Context: an optimization exercise on an open-source flow, tuned for small area, a short achievable clock period and few clock cycles. The choices shown serve that exercise and are no tape-out recipe. At most, simulation tests tie the RTL to the original design; equivalence was not proved. The RTL of run 1 was laid out without a check of its function.

==> flow/design.v, too long to show whole: its modules and the start of the top module <==
// module fvmc: 1086 lines
module fvmc (
    input  wire        clk,
    input  wire        rst,         
    input  wire        req,         
    input  wire        we,          
    input  wire [5:0]  addr,        
    input  wire [31:0] wdata,
    output wire        ack,         
    output reg  [31:0] rdata,       
    output wire [16:0] mot_yaw,
    output wire [16:0] mot_fwd
);
  // ...
==> flow/run.sh <==
#!/bin/bash
# synth_recipe.tcl (not shown) runs the flow's synth.tcl, then flattens the netlist and writes it again
# the make line also repeats each setting of config.mk as NAME=value (left out here)
make -C /OpenROAD-flow-scripts/flow DESIGN_CONFIG=/design/flow/config.mk WORK_HOME=/design/flow/orfs CLKGATE_MAP_FILE= SYNTH_SCRIPT=/design/flow/synth_recipe.tcl finish
==> flow/config.mk <==
export PLATFORM = sky130hd
export DESIGN_NAME = fvmc
export DESIGN_NICKNAME = fvmc
export VERILOG_FILES = /design/flow/design.v
export SDC_FILE = /design/flow/constraint.sdc
export NUM_CORES = 8
export LEC_CHECK = 0
export CAP_MARGIN = 30
export CORE_MARGIN = 2
export CORE_UTILIZATION = 45
export CTS_CLUSTER_DIAMETER = 100
export CTS_CLUSTER_SIZE = 22
export SETUP_SLACK_MARGIN = 2
export SLEW_MARGIN = 30
==> flow/constraint.sdc <==
create_clock -name core_clock -period 90.0 [get_ports {clk}]
set_input_delay 18.0000 -clock core_clock [delete_from_list [all_inputs] [get_ports {clk}]]
set_output_delay 18.0000 -clock core_clock [all_outputs]
set_load 0.01 [all_outputs]
==> run summary, run 1 <==
CTS clk-pin slew, worst paths -> 90 ps
Max Freq -> 24.7 MHz
Area contributors post-synth -> edfxtp_1 (16%), dfxtp_1 (16%), ha_1 (8.5%)
most frequent cells after synthesis -> nand2_1 (1,088), nor2_1 (924), a21oi_1 (818), dfxtp_1 (732), inv_1 (676)
Post-DP HPWL -> 357,000 µm
run status -> complete, no violations
post-synthesis mux area share -> 5.89%
setup ws final -> 49,490 ps
post-route clock period utilization -> 45.0%
vias in the first global route -> 81,600
TritonCTS Buffers -> 76
CTS tree -> built
met1 usage -> 55.4%
crit path to -> rdata[17]
pins over their slew limit -> 0
initial antenna violation count -> 57
first-pass GRT wire length -> 627,000 µm
Top Usage Layer GRT -> met2
Setup Skew -> 77.5 ps
ant diodes -> 24
final WL -> 451,000 µm
yosys warns -> 1
Tot GR Track Use -> 41.4%
dpl cells -> 13,400
CP Launch Type -> input port
met2 WL -> 188,000 µm
Req. time, crit path -> 72,000 ps
r2r startpoint -> fsel[0]
mapped cell area -> 93,900 µm²
WS Path Type -> input port to output pin
hold path cells -> 2
delay-heaviest family, CP -> buffers and inverters
setup_tns -> 0 ps
RSZ-0062 raised after global routing -> no
total global routing overflow -> 0
post-route insts no fill -> 13,500
Mean Syn Cell Area -> 8.73 µm²
Non-clk bufs -> 369
==> run 2: changes to the inputs <==
--- a/flow/design.v
+++ b/flow/design.v
@@ -92,18 +92,17 @@
     reg         vel_valid, vel_pend;
     reg  [19:0] fifo_dist [0:7];
     reg  [18:0] fifo_tm   [0:7];   
     reg  [2:0]  fifo_rd;
     reg         turn_pend;
     reg  [2:0]  turn_slot;
     reg  [18:0] hm;                
     reg         hm_valid, head_pend;
-    reg  signed [19:0] hx_e;       
-    reg         hx_valid, hx_pend, opres_pend;
+    reg         hx_valid, hx_pend, opres_pend;    
     reg  signed [34:0] wq1r;       
     reg  [17:0] wr1r;              
     reg         vovr, vunr;
     reg         wp_valid, split_rdy;
     reg         dv_busy;
     reg  [1:0]  dv_cnt;
     reg  [2:0]  dv_job;
     reg         dv_neg;
@@ -718,16 +717,18 @@
                          : tneg;
     wire p_ovf  = pover || punder;
     wire signed [22:0] Sq_n = pover ? SQMAX[22:0] : punder ? SQMIN[22:0] : Sq1[22:0];
     wire [17:0] Sr_n  = pover ? SRMAX : punder ? SRMIN : Sr1;
     wire [12:0] sk_n  = pover ? SKMAX : punder ? SKMIN : sk1;
     wire [1:0]  s0_n  = pover ? 2'd1 : punder ? 2'd2 : s0;
     wire signed [24:0] de = $signed({5'd0, task_dist}) - {{2{Sq_n[22]}}, Sq_n};
     wire        dist_in = (de >= -25'sd100) && (de <= 25'sd100);
+    wire [16:0] corr_yaw = corr_s((ph == 2'd1) ? {{12{eh[19]}}, eh} : {{12{eh_adv[19]}}, eh_adv});
+    wire [16:0] corr_fwd = corr_s(q_corr ? opa : {{7{de[24]}}, de});
     wire [31:0] vel_lo = {Wq[23:0], 8'd0} + {Wq[24:0], 7'd0} + {Wq[27:0], 4'd0} + {23'd0, u_v};
     wire        vel_hi = (Wq > 35'sd5368709) || (Wq == 35'sd5368709 && u_v > 9'd47);
     wire        vel_lo_sat = (Wq < -35'sd5368710) || (Wq == -35'sd5368710 && u_v < 9'd352);
     wire [31:0] vel_rd = vel_hi ? 32'h7FFF_FFFF : vel_lo_sat ? 32'h8000_0000 : vel_lo;
     always @* begin
         case (addr)
             A_ERR:     rdata = {25'd0, err};
             A_PAYLOAD: rdata = {8'd0, fv_payload};
@@ -785,45 +786,40 @@
     wire [17:0] dv_rau = {st_r[9:0], dv_low};
     wire [17:0] dv_ra  = dv_neg ? (18'd159999 - dv_rau) : dv_rau;
     wire signed [16:0] dv_qa = dv_neg ? ~{2'b0, st_q} : {2'b0, st_q};
     wire wr_shead = do_wr && addr == A_SHEAD;
     wire wr_opa   = do_wr && addr == A_OPA;
     wire wr_opb   = do_wr && addr == A_OPB;
     wire wr_sax   = do_wr && addr == A_SAX;
     wire dv_free  = !dv_busy || dv_last;
-    wire ld_head_now = wr_shead && (dv_free || dv_job == J_HEAD);
-    wire ld_hx_now   = (wr_opa || wr_opb) && (dv_free || dv_job == J_HX);
     wire wp_inval    = wr_sax || c_tick;
-    wire abort_big   = dv_busy && dv_job == J_BIG && !dv_last && wp_inval;
+    wire abort_big   = dv_busy && !dv_last && ((dv_job == J_BIG && wp_inval) ||
+                                               (dv_job == J_HEAD && wr_shead) ||
+                                               (dv_job == J_HX && (wr_opa || wr_opb)));
     wire dv_free2    = dv_free || abort_big;
     reg        ld;
     reg [2:0]  ld_job;
     always @* begin
         ld = 1'b1;
         ld_job = J_HEAD;
-        if (ld_head_now)                                     ld_job = J_HEAD;
-        else if (ld_hx_now)                                  ld_job = J_HX;
-        else if (!dv_free2)                                  ld = 1'b0;
+        if (!dv_free2)                                       ld = 1'b0;
         else if (vel_pend)                                   ld_job = J_VEL;
-        else if (head_pend)                                  ld_job = J_HEAD;
-        else if (big_need && !(dv_busy && dv_job == J_BIG))  ld_job = J_BIG;
+        else if (head_pend && !wr_shead)                     ld_job = J_HEAD;
+        else if (big_need && !wp_inval && !(dv_busy && dv_job == J_BIG)) ld_job = J_BIG;
         else if (turn_pend)                                  ld_job = J_TURN;
-        else if (hx_pend)                                    ld_job = J_HX;
+        else if (hx_pend && !wr_opa && !wr_opb)              ld_job = J_HX;
         else                                                 ld = 1'b0;
     end
-    wire [31:0] opa_n = wr_opa ? wdata : opa;
-    wire [31:0] opb_n = wr_opb ? wdata : opb;
-    wire [31:0] head_n = wr_shead ? wdata : sens_head;
     reg  [33:0] ld_x;
     always @* begin
         case (ld_job)
-            J_HEAD:  ld_x = {{2{head_n[31]}}, head_n};
+            J_HEAD:  ld_x = {{2{sens_head[31]}}, sens_head};
             J_TURN:  ld_x = {{2{mc_turn[31]}}, mc_turn};
-            J_HX:    ld_x = {{2{opa_n[31]}}, opa_n} - {{2{opb_n[31]}}, opb_n} + 34'sd180000;
+            J_HX:    ld_x = {{2{opa[31]}}, opa} - {{2{opb[31]}}, opb} + 34'sd180000;
             J_BIG:   ld_x = {a_sum[32], a_sum};
             default: ld_x = {16'd0, Wr};
         endcase
     end
     wire        ld_neg = ld_x[33];
     wire [32:0] ld_u   = ld_neg ? ~ld_x[32:0] : ld_x[32:0];
     wire [27:0] ld_n   = (ld_job == J_BIG) ? {3'd0, ld_u[32:8]} :
                          (ld_job == J_VEL) ? {14'd0, Wr[17:4]} : ld_u[32:6];
@@ -832,17 +828,16 @@
     always @(posedge clk) begin
         if (c_enq && !fifo_full)
             fifo_dist[fifo_rd + qcount[2:0]] <= mc_dist;
         if (dv_last && dv_job == J_TURN)
             fifo_tm[turn_slot] <= dv_fm;
         if (c_rxpush && !rx_full)
             rxbuf <= {rxbuf[39:0], rx_byte};
         if (dv_last && dv_job == J_HEAD) hm <= dv_fm;
-        if (dv_last && dv_job == J_HX)   hx_e <= dv_e;
         if (dv_last && dv_job == J_BIG) begin
             wq1r <= {{18{dv_qa[16]}}, dv_qa};
             wr1r <= dv_ra;
         end else if (wp_go) begin
             wq1r <= Wq1[34:0];
             wr1r <= Wr1;
             vovr <= vover;
             vunr <= vunder;
@@ -857,16 +852,19 @@
                 dv_q   <= {ld_n[4:0], 10'd0};
             end else if (ld_mid) begin
                 dv_rem <= ld_n[22:10];
                 dv_q   <= {ld_n[9:0], 5'd0};
             end else begin
                 dv_rem <= ld_n[27:15];
                 dv_q   <= ld_n[14:0];
             end
+        end else if (dv_last && dv_job == J_HX) begin
+            dv_rem      <= dv_e[19:7];       
+            dv_low[6:0] <= dv_e[6:0];
         end else if (dv_busy) begin
             dv_rem <= st_r;
             dv_q   <= st_q;
         end
     end
     always @(posedge clk) begin
         if (rst) begin
             err <= 7'd0;
@@ -906,16 +904,17 @@
                         end
                     end
                     J_BIG:  split_rdy <= 1'b1;
                     J_VEL:  vel_valid <= 1'b1;
                     default: ;
                 endcase
             end
             if (abort_big) dv_busy <= 1'b0;
+            if (ld) hx_valid <= 1'b0;
             if (ld) begin
                 dv_busy <= 1'b1;
                 dv_cnt  <= ld_short ? 2'd0 : ld_mid ? 2'd1 : 2'd2;
                 case (ld_job)
                     J_VEL:  vel_pend <= 1'b0;
                     J_HEAD: head_pend <= 1'b0;
                     J_TURN: turn_pend <= 1'b0;
                     J_HX:   hx_pend <= 1'b0;
@@ -942,21 +941,21 @@
                     A_SAY:     sens_ay <= wdata;
                     A_SAZ:     sens_az <= wdata;
                     A_SVALID:  sens_valid <= wdata[1:0];
                     default: ;
                 endcase
             end
             if (wr_shead) begin
                 hm_valid <= 1'b0;
-                if (!ld_head_now) head_pend <= 1'b1;
+                head_pend <= 1'b1;
             end
             if (wr_opa || wr_opb) begin
                 hx_valid <= 1'b0;
-                if (!ld_hx_now) hx_pend <= 1'b1;
+                hx_pend <= 1'b1;
             end
             if (wp_go) begin
                 wp_valid  <= 1'b1;
                 split_rdy <= 1'b0;
             end
             if (wp_inval) begin
                 wp_valid  <= 1'b0;
                 split_rdy <= 1'b0;
@@ -1010,21 +1009,24 @@
             if (c_halt) begin
                 qcount    <= 4'd0;
                 phase     <= 2'd0;
                 r_mot_yaw <= 17'd0;
                 r_mot_fwd <= 17'd0;
                 zero_cnt  <= zero_cnt + 32'd1;
             end
             if (c_herr) begin
-                if (hx_valid)                          opres <= hx_e;
-                else if (dv_last && dv_job == J_HX)    opres <= dv_e;
-                else                                   opres_pend <= 1'b1;
+                if (hx_valid)                          opres <= {dv_rem, dv_low[6:0]};
+                else if (dv_last && dv_job == J_HX && !ld) opres <= dv_e;
+                else begin
+                    opres_pend <= 1'b1;
+                    if (!(dv_busy && dv_job == J_HX && !dv_last)) hx_pend <= 1'b1;
+                end
             end
-            if (c_corr) opres <= {3'd0, corr_s(opa)};
+            if (c_corr) opres <= {3'd0, corr_fwd};
             if (c_tick && (phase != 2'd0 || !fifo_empty)) begin
                 if (t_start) begin
                     fifo_rd   <= fifo_rd + 3'd1;
                     qcount    <= qcount - 4'd1;
                     head_def  <= !hv;
                     if (!hv) err[E_SENS] <= 1'b1;
                     mc_target <= start_target;
                     task_dist <= fifo_dist[fifo_rd];
@@ -1039,17 +1041,17 @@
                 end
                 if (ph == 2'd1) begin
                     if (hv) begin
                         if (head_in && intol_c == 2'd1) begin
                             intol <= 2'd0;
                             phase <= 2'd2;
                         end else begin
                             intol     <= head_in ? intol_c + 2'd1 : 2'd0;
-                            r_mot_yaw <= corr_s({{12{eh[19]}}, eh});
+                            r_mot_yaw <= corr_yaw;
                             r_mot_fwd <= 17'd0;
                         end
                     end else begin
                         err[E_SENS] <= 1'b1;
                         intol     <= 2'd0;
                         r_mot_yaw <= 17'd0;
                         r_mot_fwd <= 17'd0;
                     end
@@ -1066,18 +1068,18 @@
                             intol     <= 2'd0;
                             phase     <= 2'd0;
                             r_mot_yaw <= 17'd0;
                             r_mot_fwd <= 17'd0;
                             zero_cnt  <= zero_cnt + 32'd1;
                             done_cnt  <= done_cnt + 32'd1;
                         end else begin
                             intol     <= dist_in ? intol + 2'd1 : 2'd0;
-                            r_mot_fwd <= corr_s({{7{de[24]}}, de});
-                            r_mot_yaw <= corr_s({{12{eh_adv[19]}}, eh_adv});
+                            r_mot_fwd <= corr_fwd;
+                            r_mot_yaw <= corr_yaw;
                         end
                     end else begin
                         err[E_SENS] <= 1'b1;
                         intol     <= 2'd0;
                         r_mot_yaw <= 17'd0;
                         r_mot_fwd <= 17'd0;
                     end
                 end
==> flow/flow/run.sh (new file) <==
#!/bin/bash
# Own layout flow: the standard ORFS flow, with the port buffers built from
# sky130_fd_sc_hd__buf_4 cells instead of the resizer's default buffer choice.
# Each tool writes its own logs under orfs/logs; the driver's output goes to standard.log.
set -o pipefail
export BUFFER_PORTS_ARGS="-buffer_cell sky130_fd_sc_hd__buf_4"
# ask the timing repair for 51 ns of setup slack at the 90 ns clock
export SETUP_SLACK_MARGIN=51
bash standard.sh > standard.log 2>&1
==> flow/standard.sh (new file) <==
#!/bin/bash
# synth_recipe.tcl (not shown) runs the flow's synth.tcl, then flattens the netlist and writes it again
# the make line also repeats each setting of config.mk as NAME=value (left out here)
make -C /OpenROAD-flow-scripts/flow DESIGN_CONFIG=/design/flow/config.mk WORK_HOME=/design/flow/orfs CLKGATE_MAP_FILE= SYNTH_SCRIPT=/design/flow/synth_recipe.tcl "${@:-finish}"
==> flow/config.mk (replaced) <==
export PLATFORM = sky130hd
export DESIGN_NAME = fvmc
export DESIGN_NICKNAME = fvmc
export VERILOG_FILES = /design/flow/design.v
export SDC_FILE = /design/flow/constraint.sdc
export NUM_CORES = 8
export LEC_CHECK = 0
export CAP_MARGIN = 20
export CORE_MARGIN = 2
export CORE_UTILIZATION = 45
export CTS_CLUSTER_DIAMETER = 100
export CTS_CLUSTER_SIZE = 22
export GPL_TIMING_DRIVEN = 0
export SLEW_MARGIN = 20
removed: flow/run.sh
==> run 2 against run 1 <==
  * Critical path depth unchanged
  * Final area grew 0.19%
  * Critical endpoint is now rdata[16]
==> run summary, run 2 <==
initial core utilization -> 45.4% (was 45.3%)
num ports -> 109 (unchanged)
mapped cell area -> 93,000 µm² (was 93,900 µm²)
syn_nets -> 11,800 (was 11,700)
DR DRC count -> 0 (unchanged)
Mean Syn Cell Area -> 8.59 µm² (was 8.73 µm²)
Setup Skew -> 71.3 ps (was 77.5 ps)
IO buf count -> 97 (was 108)
RSZ-0062 raised after global routing -> yes (was no)
Finished Core Util -> 49.7% (was 49.1%)
vias in the first global route -> 84,200 (was 81,600)
TritonRoute pass-1 iters -> 9 (unchanged)
Post-DP HPWL -> 391,000 µm (was 357,000 µm)
Longest Clk Path Bufs -> 3 (unchanged)
# fillers -> 19,700 (was 19,800)
total global routing overflow -> 0 (unchanged)
CTS clk-pin slew, worst paths -> 90 ps (about the same)
Area contributors post-synth -> dfxtp_1 (16%), edfxtp_1 (16%), ha_1 (8.5%) (was edfxtp_1 (16%), dfxtp_1 (16%), ha_1 (8.5%))
first-pass GRT wire length -> 660,000 µm (was 627,000 µm)
Die ar. -> 210,000 µm² (was 212,000 µm²)
area share of the largest cell type after synthesis -> 15.8% (was 16.1%)
Slew HR -> 13.2% (was 21.8%)
FFs w/ async S/R, synth -> 0% (unchanged)
Netlist cell types -> 116 (was 121)
reg2reg path depth -> 90 (was 73)
pins over their slew limit -> 0 (unchanged)
Hold Path Class -> flop to flop (unchanged)
Post-CTS Hold Buffers -> 0 (unchanged)
layout cells sized above 1 -> 7.62% (was 7.52%)
clk sinks -> 1,215 (was 1,235)
MaxCap Viol Count -> 0 (unchanged)
setup_tns -> 0 ps (unchanged)
initial antenna violation count -> 69 (was 57)
initial DRC count -> 13,300 (was 12,000)
Via Count -> 92,400 (was 88,300)
layout overhead on the synthesized area -> 9.62% (was 8.35%)
WHS -> 462 ps (was 463 ps)
Final min period -> 39,250 ps (was 40,510 ps)
run status -> complete, no violations (unchanged)
CTS tree -> built (unchanged)
CP Launch Type -> input port (unchanged)
EDFF count, synth -> 483 (was 503)
Worst-Margin Slew -> 1270 ps (was 1160 ps)
commonest non-fill, non-tap cell in the layout -> nand2_1 (unchanged)
Largest register FFs -> 160 (unchanged)
WS Path Type -> input port to output pin (unchanged)
TritonCTS Buffers -> 76 (unchanged)
Max Freq -> 25.5 MHz (was 24.7 MHz)
post-place setup slack -> 48,580 ps (was 49,460 ps)
Final Hold Fails -> 0 (unchanged)
Layout Nets -> 12,000 (was 11,600)
most frequent cells in the layout -> nand2_1 (1,152), nor2_1 (970), a21oi_1 (950) (was nand2_1 (1,081), nor2_1 (896), a21oi_1 (813))
die width -> 459 µm (was 461 µm)
hold path cells -> 2 (unchanged)
H-tree depth -> 3 (unchanged)
Gate Count Post-Synth -> 10,800 (about the same)
CORE AREA -> 205,000 µm² (was 207,000 µm²)
largest net degree at the start of global routing -> 43 (was 158)
most instantiated library cell after synthesis -> nand2_1 (unchanged)
CP max FO -> 10 (was 20)
Worst EP arrival -> 21,250 ps (was 22,510 ps)
Die H -> 459 µm (was 461 µm)
Worst-Skew Late Latency -> 810 ps (was 800 ps)
Synth Flop Type -> dfxtp_1 (unchanged)
FP Rows -> 166 (was 167)
Tot GR Track Use -> 44.5% (was 41.4%)
Root Driver -> clkbuf_16 (unchanged)
final WL -> 483,000 µm (was 451,000 µm)
GPL Wtd Cong -> 1.14 (was 1.07)
Seq/Total Area, Yosys -> 31.4% (was 31.7%)
Final setup viols -> 0 (unchanged)
most frequent cells after synthesis -> nand2_1 (1,155), nor2_1 (1,003), a21oi_1 (951), dfxtp_1 (732), inv_1 (721) (was nand2_1 (1,088), nor2_1 (924), a21oi_1 (818), dfxtp_1 (732), inv_1 (676))
Req. time, crit path -> 72,000 ps (about the same)
post-route clock period utilization -> 43.6% (was 45.0%)
DR WL/cell -> 34.8 µm (was 33.3 µm)
yosys warns -> 1 (unchanged)
area leader, netlist -> dfxtp_1 (was edfxtp_1)
setup ws final -> 50,750 ps (was 49,490 ps)
FF+latch count, synth -> 1,215 (was 1,235)
Worst Setup End Kind -> output pin (unchanged)
DRT antenna net count -> 0 (unchanged)
Vias/cell -> 6.66 (was 6.53)
[run 2: cell types whose count changed after synthesis, moves of 67 or more]
cell,delta
mux2i_1,-103
a21oi_1,+133
nand2_1,+67
nor2_1,+79
o21ai_0,-97
and2_1,-72
[run 2: area by class of cell]
cell class                 count  area [µm²]  share of cell area, %
buffer                       549        2330                   2.29
multi-input combinational   8329       60000                   58.9
clock buffer                 104        2040                   2.00
clock inverter                32         478                  0.469
tap                         2688        3360                   3.30
antenna                       48         120                  0.118
sequential                  1215       29200                   28.6
timing repair buffer         172        1670                   1.64
inverter                     730        2740                   2.69
[run 2: cell families (layout without fill, tap and decap cells)]
family	after synthesis	after routing	share of synthesized area (%)
simple gates	3496	3496	17.4
compound gates	2997	2997	21.2
buf+inv	1279	1587	5.19
flops	1215	1215	31.4
fa+ha+maj	894	894	14.1
xor+xnor	595	595	5.76
mux	347	347	4.95
other cells	0	48	0
[run 2: worst paths after layout]
check / from / end / slack, ps
worst max register to register: sens_ax[11] / done_cnt[28] / 61780
worst min-delay path: res_payload[5] / res_payload[5] / 460
worst max-delay path: addr[0] / rdata[16] / 50750
worst min register to register: res_payload[5] / res_payload[5] / 460
[run 2: metrics by stage]
stage	instances	area, µm²
2_1_floorplan	10800	93000
3_3_place_gp	13600	97100
3_5_place_dp	13700	98500
4_1_cts	13800	102000
5_1_grt	13800	102000
6_report	13900	102000
[run 2: timing repair]
action | 4_1_cts | 5_1_grt
setup endpoints to repair | 33 | 27
cloned | 0 | 0
buffers inserted | 2 | 2
gates resized for setup | 200 | 40
pin swaps | 15 | 16
[run 2: routing by layer]
metal  vias to the layer above  GRT usage (%)  share of wire, %
met5                         -          0.253             0.072
met4                        45           35.0               9.5
met3                      1476           13.9                12
met2                      5927           62.1                40
met1                     45300           56.6                39
li1                      39600              -                 -
[run 2: critical path: stages]
cell and delay (ps):
clkbuf_4 250, nand2b_1 130, clkbuf_4 290, nor2_2 130, clkbuf_4 300, clkbuf_4 360
a221oi_1 570, nand3_1 220, nor3_4 390, o21ai_1 320, buf_4 240
Testbench counts of run 2, summed over its fixed seeds: cycles 161,913.
==> run 3: changes to the inputs <==
--- a/flow/config.mk
+++ b/flow/config.mk
@@ -7,3 +7,3 @@
 export LEC_CHECK = 0
-export CAP_MARGIN = 20
+export CAP_MARGIN = 30
 export CORE_MARGIN = 2
@@ -12,3 +12,2 @@
 export CTS_CLUSTER_SIZE = 22
-export GPL_TIMING_DRIVEN = 0
-export SLEW_MARGIN = 20
+export SLEW_MARGIN = 30
==> run 3 against run 2 <==
  * Global-route usage is 1.8 points lower
  * First-iteration DRC count is 19% lower
  * Final area is 1.5% lower
  * Count of clock-buffer cells in the layout is 1 higher
  * Sequential cell count stayed put
  * Register-to-register slack better by 3000 ps
  * Setup slack better by 99 ps
  * Critical path type unchanged
  * Critical endpoint is now rdata[9]
  * Highest routed layer unchanged
==> run summary, run 3 <==
yosys warns -> 1 (unchanged)
GPL Wtd Cong -> 1.08 (was 1.14)
post-route clock period utilization -> 43.5% (was 43.6%)
Worst-Skew Late Latency -> 790 ps (was 810 ps)
Worst path most repeated cell -> buf_4 (was clkbuf_4)
clk sinks -> 1,215 (unchanged)
CTS clk-pin slew, worst paths -> 80 ps (was 90 ps)
Final setup viols -> 0 (unchanged)
Seq/Total Area, Yosys -> 31.4% (unchanged)
Worst EP arrival -> 21,150 ps (was 21,250 ps)
layout overhead on the synthesized area -> 8.00% (was 9.62%)
MaxCap Viol Count -> 0 (unchanged)
initial core utilization -> 45.4% (unchanged)
DRT antenna net count -> 0 (unchanged)
slowest cell delay on critical path -> 620 ps (was 570 ps)
initial DRC count -> 10,800 (was 13,300)
mapped cell area -> 93,000 µm² (unchanged)
run status -> complete, no violations (unchanged)
Hold Path Class -> flop to flop (unchanged)
H-tree depth -> 3 (unchanged)
Vias/cell -> 6.59 (was 6.66)
Netlist cell types -> 116 (unchanged)
CTS tree -> built (unchanged)
TritonRoute pass-1 iters -> 8 (was 9)
Max Freq -> 25.5 MHz (about the same)
Post-DP HPWL -> 367,000 µm (was 391,000 µm)
RSZ-0062 raised after global routing -> yes (unchanged)
Gate Count Post-Synth -> 10,800 (unchanged)
Final Hold Fails -> 0 (unchanged)
Worst Setup End Kind -> output pin (unchanged)
CP max FO -> 22 (was 10)
Final min period -> 39,150 ps (was 39,250 ps)
Req. time, crit path -> 72,000 ps (about the same)
area share of the largest cell type after synthesis -> 15.8% (unchanged)
syn_nets -> 11,800 (unchanged)
Post-CTS Hold Buffers -> 0 (unchanged)
Layout Nets -> 11,700 (was 12,000)
Die H -> 459 µm (unchanged)
Die ar. -> 210,000 µm² (unchanged)
setup_tns -> 0 ps (unchanged)
commonest non-fill, non-tap cell in the layout -> nand2_1 (unchanged)
Longest Clk Path Bufs -> 3 (unchanged)
DR DRC count -> 0 (unchanged)
WS Path Type -> input port to output pin (unchanged)
largest net degree at the start of global routing -> 167 (was 43)
num ports -> 109 (unchanged)
IO buf count -> 108 (was 97)
Setup Skew -> 67.0 ps (was 71.3 ps)
vias in the first global route -> 82,500 (was 84,200)
Slew HR -> 25.1% (was 13.2%)
most frequent cells in the layout -> nand2_1 (1,144), nor2_1 (965), a21oi_1 (944) (was nand2_1 (1,152), nor2_1 (970), a21oi_1 (950))
final WL -> 463,000 µm (was 483,000 µm)
EDFF count, synth -> 483 (unchanged)
Worst-Margin Slew -> 1110 ps (was 1270 ps)
hold path cells -> 2 (unchanged)
FFs w/ async S/R, synth -> 0% (unchanged)
Synth Flop Type -> dfxtp_1 (unchanged)
# Post-CTS Setup Buffers -> 0 (was 2)
first-pass GRT wire length -> 640,000 µm (was 660,000 µm)
CORE AREA -> 205,000 µm² (unchanged)
initial antenna violation count -> 72 (was 69)
FP Rows -> 166 (unchanged)
reg2reg path depth -> 87 (was 90)
TritonCTS Buffers -> 76 (unchanged)
Tot GR Track Use -> 42.7% (was 44.5%)
total global routing overflow -> 0 (unchanged)
die width -> 459 µm (unchanged)
Via Count -> 89,200 (was 92,400)
most frequent cells after synthesis -> nand2_1 (1,155), nor2_1 (1,003), a21oi_1 (951), dfxtp_1 (732), inv_1 (721) (unchanged)
CP Launch Type -> input port (unchanged)
critical path's slowest cell -> nor3_2 (was a221oi_1)
pins over their slew limit -> 0 (unchanged)
Area contributors post-synth -> dfxtp_1 (16%), edfxtp_1 (16%), ha_1 (8.5%) (unchanged)
Root Driver -> clkbuf_16 (unchanged)
layout cells sized above 1 -> 8.39% (was 7.62%)
Mean Syn Cell Area -> 8.59 µm² (unchanged)
area leader, netlist -> dfxtp_1 (unchanged)
most instantiated library cell after synthesis -> nand2_1 (unchanged)
DR WL/cell -> 34.3 µm (was 34.8 µm)
Largest register FFs -> 160 (unchanged)
critical-path cell list -> buf_4 -> or2_2 -> nor3_2 -> buf_4 -> a22o_1 -> a221oi_1 -> nand3_1 -> nor3_2 -> o21ai_0 -> buf_4 (was clkbuf_4 -> nand2b_1 -> clkbuf_4 -> nor2_2 -> clkbuf_4 -> clkbuf_4 -> a221oi_1 -> nand3_1 -> nor3_4 -> o21ai_1 -> buf_4)
FF+latch count, synth -> 1,215 (unchanged)
## run 3: what timing repair did
action,in CTS,in global routing
cloned,0,0
resized for setup,24,12
setup endpoints to repair,24,20
## run 3: metal layers
| metal | wire length [µm] | track usage (%) | vias to the layer above |
|---|---|---|---|
| met2 | 198000 | 64.0 | 5110 |
| li1 | - | - | 38900 |
| met1 | 177000 | 52.5 | 43800 |
| met3 | 46900 | 11.1 | 1269 |
| met4 | 41600 | 32.5 | 36 |
| met5 | 231 | 0 | - |
## run 3: final timing paths
check,startpoint,endpoint,slack (ps)
max,addr[1],rdata[9],50850
min reg2reg,head_pend,head_pend,480
min,head_pend,head_pend,480
max reg2reg,sens_ax[2],zero_cnt[25],64750
## run 3: final cells by class
type | count | area, µm²
diodes | 55 | 138
clock buffers | 105 | 2040
clock inverters | 28 | 340
fillers | 19600 | 105000
inverters | 730 | 2740
multi-input cells | 8329 | 59800
flip-flops and latches | 1215 | 29200
well taps | 2688 | 3360
repair buffers | 372 | 2870
## run 3: critical path, delay by kind of cell
kind	cells	cell delay [ps]
AOI/OAI and AO/OA	3	1010
buffers and inverters	3	850
and+or+nand+nor	4	1220
## run 3: through the flow
step	area (µm²)	instances	hold WS, ps	worst slack (ps)	util (%)
5_1_grt	100000	13500	487	50970	48.9
2_1_floorplan	93000	10800	427	52000	-
3_3_place_gp	97600	13300	440	50050	47.6
6_report	100000	13500	476	50850	49.0
4_1_cts	100000	13500	471	50890	48.8
3_5_place_dp	97600	13300	459	50260	47.6
## run 3: logic make-up (layout without fill, tap and decap cells)
family / Yosys count / after routing / synth area share (%)
AOI/OAI and AO/OA: 2997 / 2997 / 21.2
adders and majority gates: 894 / 894 / 14.1
DFF: 1215 / 1215 / 31.4
other: 0 / 55 / 0
xor gates and xnor gates: 595 / 595 / 5.76
and+or+nand+nor: 3496 / 3496 / 17.4
buffers and inverters: 1279 / 1235 / 5.19
muxes: 347 / 347 / 4.95
==> run 4: changes to the inputs <==
--- a/flow/flow/run.sh
+++ b/flow/flow/run.sh
@@ -6,4 +6,4 @@
 export BUFFER_PORTS_ARGS="-buffer_cell sky130_fd_sc_hd__buf_4"
-# ask the timing repair for 51 ns of setup slack at the 90 ns clock
-export SETUP_SLACK_MARGIN=51
+# ask the timing repair for 52 ns of setup slack at the 90 ns clock
+export SETUP_SLACK_MARGIN=52
 bash standard.sh > standard.log 2>&1
==> run 4 against run 3 <==
  * Sequential share of layout area fell by 0.85 points
  * Count of clock-buffer cells in the layout down 1
  * Setup slack gained 910 ps
  * Final area grew 3.0%
  * Clock skew is 10 ps lower
  * Global-route usage grew 0.73 points
  * Highest routed layer unchanged
==> run summary, run 4 <==
run status -> complete, no violations (unchanged)
CP max FO -> 6 (was 22)
area leader, netlist -> dfxtp_1 (unchanged)
setup_tns -> 0 ps (unchanged)
Post-CTS Hold Buffers -> 0 (unchanged)
Synth Flop Type -> dfxtp_1 (unchanged)
TritonRoute pass-1 iters -> 9 (was 8)
syn_nets -> 11,800 (unchanged)
vias in the first global route -> 83,500 (was 82,500)
RSZ-0062 raised after global routing -> yes (unchanged)
yosys warns -> 1 (unchanged)
Gate Count Post-Synth -> 10,800 (unchanged)
largest net degree at the start of global routing -> 100 (was 167)
Worst-Skew Late Latency -> 800 ps (was 790 ps)
most instantiated library cell after synthesis -> nand2_1 (unchanged)
r2r startpoint -> sens_ax[31] (was sens_ax[2])
Seq/Total Area, Yosys -> 31.4% (unchanged)
Worst EP arrival -> 20,240 ps (was 21,150 ps)
final WL -> 473,000 µm (was 463,000 µm)
mapped cell area -> 93,000 µm² (unchanged)
CTS tree -> built (unchanged)
total global routing overflow -> 0 (unchanged)
Worst-Margin Slew -> 1210 ps (was 1110 ps)
post-place setup slack -> 50,170 ps (was 50,260 ps)
Die ar. -> 210,000 µm² (unchanged)
WHS -> 469 ps (was 476 ps)
EDFF count, synth -> 483 (unchanged)
Slew HR -> 18.5% (was 25.1%)
FF+latch count, synth -> 1,215 (unchanged)
GPL Wtd Cong -> 1.08 (about the same)
area share of the largest cell type after synthesis -> 15.8% (unchanged)
FFs w/ async S/R, synth -> 0% (unchanged)
crit path from -> addr[4] (was addr[1])
DRT antenna net count -> 0 (unchanged)
Setup Skew -> 56.5 ps (was 67.0 ps)
Post-DP HPWL -> 368,000 µm (was 367,000 µm)
post-route clock period utilization -> 42.5% (was 43.5%)
commonest non-fill, non-tap cell in the layout -> nand2_1 (unchanged)
layout cells sized above 1 -> 10.8% (was 8.39%)
die width -> 459 µm (unchanged)
most frequent cells after synthesis -> nand2_1 (1,155), nor2_1 (1,003), a21oi_1 (951), dfxtp_1 (732), inv_1 (721) (unchanged)
dpl cells -> 13,300 (about the same)
DR DRC count -> 0 (unchanged)
Longest Clk Path Bufs -> 3 (unchanged)
CP Launch Type -> input port (unchanged)
Req. time, crit path -> 72,000 ps (about the same)
Vias/cell -> 6.61 (was 6.59)
DR WL/cell -> 34.6 µm (was 34.3 µm)
Die H -> 459 µm (unchanged)
Final setup viols -> 0 (unchanged)
first-pass GRT wire length -> 649,000 µm (was 640,000 µm)
setup ws final -> 51,760 ps (was 50,850 ps)
Netlist cell types -> 116 (unchanged)
Final Hold Fails -> 0 (unchanged)
clk sinks -> 1,215 (unchanged)
FP Rows -> 166 (unchanged)
Mean Syn Cell Area -> 8.59 µm² (unchanged)
HP Start -> s0[1] (was head_pend)
CTS clk-pin slew, worst paths -> 100 ps (was 80 ps)
Hold Path Class -> flop to flop (unchanged)
IO buf count -> 108 (unchanged)
Layout Nets -> 11,800 (was 11,700)
MaxCap Viol Count -> 0 (unchanged)
Via Count -> 90,400 (was 89,200)
Largest register FFs -> 160 (unchanged)
H-tree depth -> 3 (unchanged)
Max Freq -> 26.2 MHz (was 25.5 MHz)
num ports -> 109 (unchanged)
Final min period -> 38,240 ps (was 39,150 ps)
layout overhead on the synthesized area -> 11.2% (was 8.00%)
TritonCTS Buffers -> 77 (was 76)
WS Path Type -> input port to output pin (unchanged)
initial core utilization -> 45.4% (unchanged)
initial DRC count -> 11,900 (was 10,800)
pins over their slew limit -> 0 (unchanged)
initial antenna violation count -> 79 (was 72)
Tot GR Track Use -> 43.4% (was 42.7%)
post-route insts no fill -> 13,700 (was 13,500)
Worst Setup End Kind -> output pin (unchanged)
Root Driver -> clkbuf_16 (unchanged)
most frequent cells in the layout -> nand2_1 (1,141), nor2_1 (955), a21oi_1 (943) (was nand2_1 (1,144), nor2_1 (965), a21oi_1 (944))
Area contributors post-synth -> dfxtp_1 (16%), edfxtp_1 (16%), ha_1 (8.5%) (unchanged)
CORE AREA -> 205,000 µm² (unchanged)
-- run 4: cell type report --
type / count / area [µm²]
clock inverter: 36 / 492
antenna: 45 / 113
multi-input combinational: 8330 / 60700
inverter: 730 / 2740
timing repair buffer: 541 / 4870
clock buffer: 104 / 2050
tap: 2688 / 3360
fill: 19400 / 102000
sequential: 1215 / 29200
-- run 4: stage by stage --
stage / cell area (µm²) / utilization [%]
after detailed placement: 97600 / 47.6
after CTS: 102000 / 49.8
after floorplan: 93000 / -
final: 103000 / 50.5
after global routing: 103000 / 50.4
after global placement: 97500 / 47.6
-- run 4: path summary, 6_finish.rpt --
path,endpoint,slack (ps),cells past startpoint
max,rdata[0],51760,11
min,s0[1],470,2
max reg2reg,zero_cnt[23],63940,89
min reg2reg,s0[1],470,2
-- run 4: routing by layer --
layer	share of wire, %	GRT usage [%]
met1	38	53.6
met3	10	11.2
met4	8.9	32.2
met5	0.12	0.620
met2	43	65.3
-- run 4: cells by family after synthesis --
family          Yosys count  synth area share [%]
compound gates         2997                  21.2
xor+xnor                595                  5.76
fa+ha+maj               894                  14.1
buf+inv                1279                  5.19
flops                  1215                  31.4
mux                     347                  4.95
simple gates           3496                  17.4
-- run 4: critical path: stages --
cell and delay (ps):
buf_12 110, nor2b_4 140, nand3b_1 140, buf_8 160, nor2_4 70, buf_4 180
a221oi_2 330, nand3_1 180, nor3_4 500, o21ai_1 220, buf_4 200
-- run 4: what timing repair did --
action                     4_1_cts  5_1_grt
pin swaps                       63       76
buffers inserted                98       59
resized for setup              229       96
gates cloned                     7       11
hold endpoints to repair         0        0
setup endpoints to repair       33       31

-- afterwards: timing with drivers on the ports --
The results above use ideal ports. As a check the final layouts listed here were re-extracted and re-timed, cells and wires unchanged.
Step 1: set_driving_cell puts a clkbuf_16 on clk and a buf_2 on each other input, an assumption about the parent block.
Step 2, shift: input delay + t, output delay - t, t = (earliest + latest rising clock arrival at the registers) / 2. This alone moves slack from input paths to output paths.
Three values: no drivers, after step 1, after step 2; two values: the first two.
| run | t (ns) | slack for setup (ns) | hold slack, ns | clock arrival spread, ns | slew at the worst register clock pin (ns) |
|---|---|---|---|---|---|
| run 1 | 0.848 | 49.486 / 49.448 / 49.448 | 0.463 / 0.463 / 0.463 | 0.077 / 0.078 | 0.10 / 0.10 |
| run 2 | 0.885 | 50.748 / 50.722 / 50.722 | 0.462 / 0.462 / 0.462 | 0.072 / 0.072 | 0.11 / 0.11 |
| run 3 | 0.841 | 50.847 / 50.681 / 50.681 | 0.476 / 0.476 / 0.476 | 0.067 / 0.067 | 0.11 / 0.11 |
| run 4 | 0.861 | 51.760 / 51.332 / 51.332 | 0.469 / 0.469 / 0.469 | 0.066 / 0.067 | 0.11 / 0.11 |
After both steps setup and hold are still met in every run listed. For run 4, which loses most, drivers alone change the setup slack by -0.428 ns; drivers and shift together by -0.428 ns.
